Context: an optimization exercise on an open-source flow, tuned for small area, a short achievable clock period and few clock cycles. The choices shown serve that exercise and are no tape-out recipe. At most, simulation tests tie the RTL to the original design; equivalence was not proved. No activity file was given, so power comes from the tool's default toggle rates.

Design lz4i_pixser, start of the top module:
module lz4i_pixser (
    input  wire        clk,
    input  wire        rst,           
    input  wire        cmd_valid,
    output wire        cmd_ready,
    input  wire [7:0]  cmd_word,      
    input  wire [31:0] cmd_width,     
    input  wire [31:0] cmd_height,    
    input  wire [7:0]  cmd_bpp,
    input  wire [7:0]  cmd_planes,
    input  wire        in_valid,
    output wire        in_ready,
    input  wire [7:0]  in_data,
    output wire        out_valid,
    input  wire        out_ready,
    output wire [7:0]  out_data,
    output wire        done,
    output wire [7:0]  done_err,
    output wire [31:0] done_stride,
    output wire [63:0] done_psize
);
    function [4:0] fcls(input [7:0] v);
        fcls = (v == 8'd1)  ? 5'b10_000 :
               (v == 8'd2)  ? 5'b10_001 :
               (v == 8'd4)  ? 5'b10_010 :
               (v == 8'd8)  ? 5'b10_011 :
               (v == 8'd16) ? 5'b10_100 :
               (v == 8'd3)  ? 5'b11_000 :
               (v == 8'd6)  ? 5'b11_001 :
               (v == 8'd12) ? 5'b11_010 :
               (v == 8'd24) ? 5'b11_011 : 5'b00_000;
    endfunction
    function [2:0] f5(input [4:0] v);
        f5 = (v == 5'd31) ? 3'd7 : (v >= 5'd27) ? 3'd6 : (v >= 5'd23) ? 3'd5 :
             (v >= 5'd18) ? 3'd4 : (v >= 5'd14) ? 3'd3 : (v >= 5'd9)  ? 3'd2 :
             (v >= 5'd5)  ? 3'd1 : 3'd0;
    endfunction
    function [1:0] f6(input [5:0] v);
  ...
Size in the first run: about 1600 cells after synthesis, ~260 flip-flops, ~220 I/O pins.
clock: 11.0 ns
lec_check: 0
cap_margin: 20
core_margin: 2
core_utilization: 40
place_density: 0.6
slew_margin: 20
standard.sh (not shown) runs the stock make flow with config.mk's settings and CLKGATE_MAP_FILE= SYNTH_SCRIPT=/design/flow/synth_recipe.tcl, a recipe that flattens the netlist after the stock synthesis.
==> flow/flow/run.sh <==
#!/bin/bash
set -euo pipefail
export BUFFER_PORTS_ARGS="-buffer_cell sky130_fd_sc_hd__buf_2"
bash standard.sh > standard.log 2>&1
Testbench counts at the start, summed over its fixed seeds: cycles 106,702.
Next try:
--- a/flow/design.v
+++ b/flow/design.v
@@ -34,41 +34,38 @@
         f5 = (v == 5'd31) ? 3'd7 : (v >= 5'd27) ? 3'd6 : (v >= 5'd23) ? 3'd5 :
              (v >= 5'd18) ? 3'd4 : (v >= 5'd14) ? 3'd3 : (v >= 5'd9)  ? 3'd2 :
              (v >= 5'd5)  ? 3'd1 : 3'd0;
     endfunction
     function [1:0] f6(input [5:0] v);
         f6 = (v == 6'd63) ? 2'd3 : (v >= 6'd42) ? 2'd2 : (v >= 6'd21) ? 2'd1 : 2'd0;
     endfunction
-    reg        s_busy;       
-    wire       s_idle = ~s_busy;
+    reg        s_idle;
     reg        cmd_rdy;      
     reg        s_setup;
     reg        s_run;
     reg        pend;         
     reg        done_r;
     reg [31:0] X;            
     reg [31:0] Y;            
     reg [31:0] S;            
     reg [63:0] P;            
+    reg [1:0]  op;           
+    reg [4:0]  ca, cb;       
     reg [3:0]  e;            
     reg        rd1, rd2, rd4, rd16, rd24, pk;
     reg [2:0]  pad;          
     reg        fr;           
     reg        w1;           
     reg        lc, lr;       
     reg [7:0]  slot;         
     reg [1:0]  c;            
     reg [10:0] W;            
-    wire [1:0] op = c;       
-    wire [4:0] ca = W[9:5];
-    wire [4:0] cb = W[4:0];
     reg        mbusy, sstep;
     reg [5:0]  mcnt;
     reg        mbs;          
-    reg        nmbs;         
     reg        mprev, mcy;
     reg [2:0]  orm;          
     reg        cin;          
     reg [7:0]  fa, fb;       
     reg        av;
     reg        in_rdy;       
     reg        bv;           
@@ -159,28 +156,29 @@
     wire take  = in_valid & ~bv;
     wire av_n = pop2 ? take : (av & ~(pop1 & ~bv)) | take;
     wire bv_n = ~pop2 & ~pop1 & av & (bv | take);
     wire idle_n = (s_idle & ~cmd_valid) | (go_setup & ~(e_new == 4'd0 && op[1])) |
                   (pb & lc & lr);
     wire opop  = ov0 & out_ready;
     wire ofree = ~ov0 | (out_ready & ~ov1);
-    wire [31:0] mop  = {~nmbs ? S[31:16] : 16'd0, mbs ? (S[15:0] | {13'd0, orm}) : 16'd0};
+    wire [31:0] mop  = mbs ? (S | {29'd0, orm}) : 32'd0;
     wire [32:0] msum = {2'b00, P[63:34], P[33] | cin} + {1'b0, mop};
     wire [5:0]  mlast = rd1 ? 6'd35 : rd2 ? 6'd34 : rd4 ? 6'd33 : rd16 ? 6'd31 : 6'd32;
     wire        h_i  = P[0] & ~mcnt[5];
     wire        h_n  = P[1] & ~(mcnt[5] | (mcnt == 6'd31));
     wire        cy_n = (h_i & mprev) | (h_i & mcy) | (mprev & mcy);
     wire        mb_n = rd24 ? (h_n ^ h_i ^ cy_n) : h_n;
     wire        mstep = mbusy & ~sstep;
     always @(posedge clk) begin
         if (s_idle) begin
             X  <= cmd_width;
             Y  <= cmd_height;
-            c  <= (cmd_word[7:2] == 6'd0) ? cmd_word[1:0] : 2'd0;
-            W[9:0] <= {fcls(cmd_bpp), fcls(cmd_planes)};
+            op <= (cmd_word[7:2] == 6'd0) ? cmd_word[1:0] : 2'd0;
+            ca <= fcls(cmd_bpp);
+            cb <= fcls(cmd_planes);
         end else begin
             if (pb)
                 X <= lc ? S : xdec;
             if (pb & lc)
                 Y <= ydec;
         end
         if (go_setup) begin
@@ -194,39 +192,36 @@
             rd24  <= n24;
             pk    <= op[1] & ~op[0];
             pad   <= pad_new;
             fr    <= 1'b1;
             orm   <= m_new & {3{inc_new}};
             cin   <= inc_new;
             mbs   <= 1'b1;
-            nmbs  <= 1'b0;
             w1    <= x1;
             lc    <= x1;
             lr    <= (Y == 32'd1);
             slot  <= slot0_new;
             W[7:0] <= 8'd0;
             c     <= 2'd0;
             mcnt  <= 6'd0;
             sstep <= 1'b1;
         end
         if (mbusy & sstep) begin
             S     <= msum[31:0];
             sstep <= 1'b0;
             mbs   <= P[0];
-            nmbs  <= ~P[0];
             orm   <= 3'd0;
             cin   <= 1'b0;
             mprev <= 1'b0;
             mcy   <= 1'b0;
         end
         if (mstep) begin
             P     <= {msum, P[32:1]};
             mcnt  <= mcnt + 6'd1;
             mbs   <= mb_n;
-            nmbs  <= ~mb_n;
             mprev <= h_i;
             mcy   <= cy_n;
         end
         if (go) begin
             if (rd16) begin
                 if (c0) W <= {fb[2:0], fa};
                 c <= c2 ? 2'd0 : c + 2'd1;
@@ -254,15 +249,15 @@
         if (~bv | pop1 | pop2)
             fb <= in_data;
         if (~ov0 | out_ready)
             od0 <= ov1 ? od1 : cdata;
         if (~ov1 | out_ready)
             od1 <= cdata;
         if (rst) begin
-            s_busy  <= 1'b0;
+            s_idle  <= 1'b1;
             cmd_rdy <= 1'b1;
             s_setup <= 1'b0;
             s_run   <= 1'b0;
             pend    <= 1'b0;
             done_r  <= 1'b0;
             mbusy   <= 1'b0;
             av      <= 1'b0;
@@ -277,15 +272,15 @@
             if (opop) begin
                 ov0 <= ov1 | push;
                 ov1 <= ov1 & push;
             end else begin
                 ov0 <= ov0 | push;
                 ov1 <= ov1 | (ov0 & push);
             end
-            s_busy  <= ~idle_n;
+            s_idle  <= idle_n;
             cmd_rdy <= idle_n;
             if (s_idle & cmd_valid)
                 s_setup <= 1'b1;
             if (go_setup) begin
                 s_setup <= 1'b0;
                 pend    <= 1'b1;
                 if (e_new == 4'd0 && op[1]) s_run <= 1'b1;
After rerunning: The changed run completed with no timing, DRC or antenna violations. Die area grows by 0.61%. Final area goes up by 0.67%. Clock-buffer cell count decreases by 8. Total power fell by 3.0%. Setup slack got worse by 0.56 ns.
For the second run of this note, only the layout was checked, not whether the RTL still works.

afterwards: timing with drivers on the ports:
Ports are ideal in the flow. The routed layouts listed here were re-timed in OpenROAD.
Step 1, drivers: a clkbuf_16 drives clk and a buf_2 each remaining input, both assumed.
Step 2 also shifts input and output timing later by t, the mid clock arrival at the registers, as if the neighbouring blocks saw the same clock.
Three values: no drivers, after step 1, after step 2; two values: the first two.
run	t, ns	setup WS [ns]	worst register clock-pin slew, ns
the first run	0.623	7.361 / 7.361 / 7.361	0.06 / 0.06
the second run	0.619	6.800 / 6.800 / 6.800	0.07 / 0.07
After both steps every run listed still meets setup and hold.
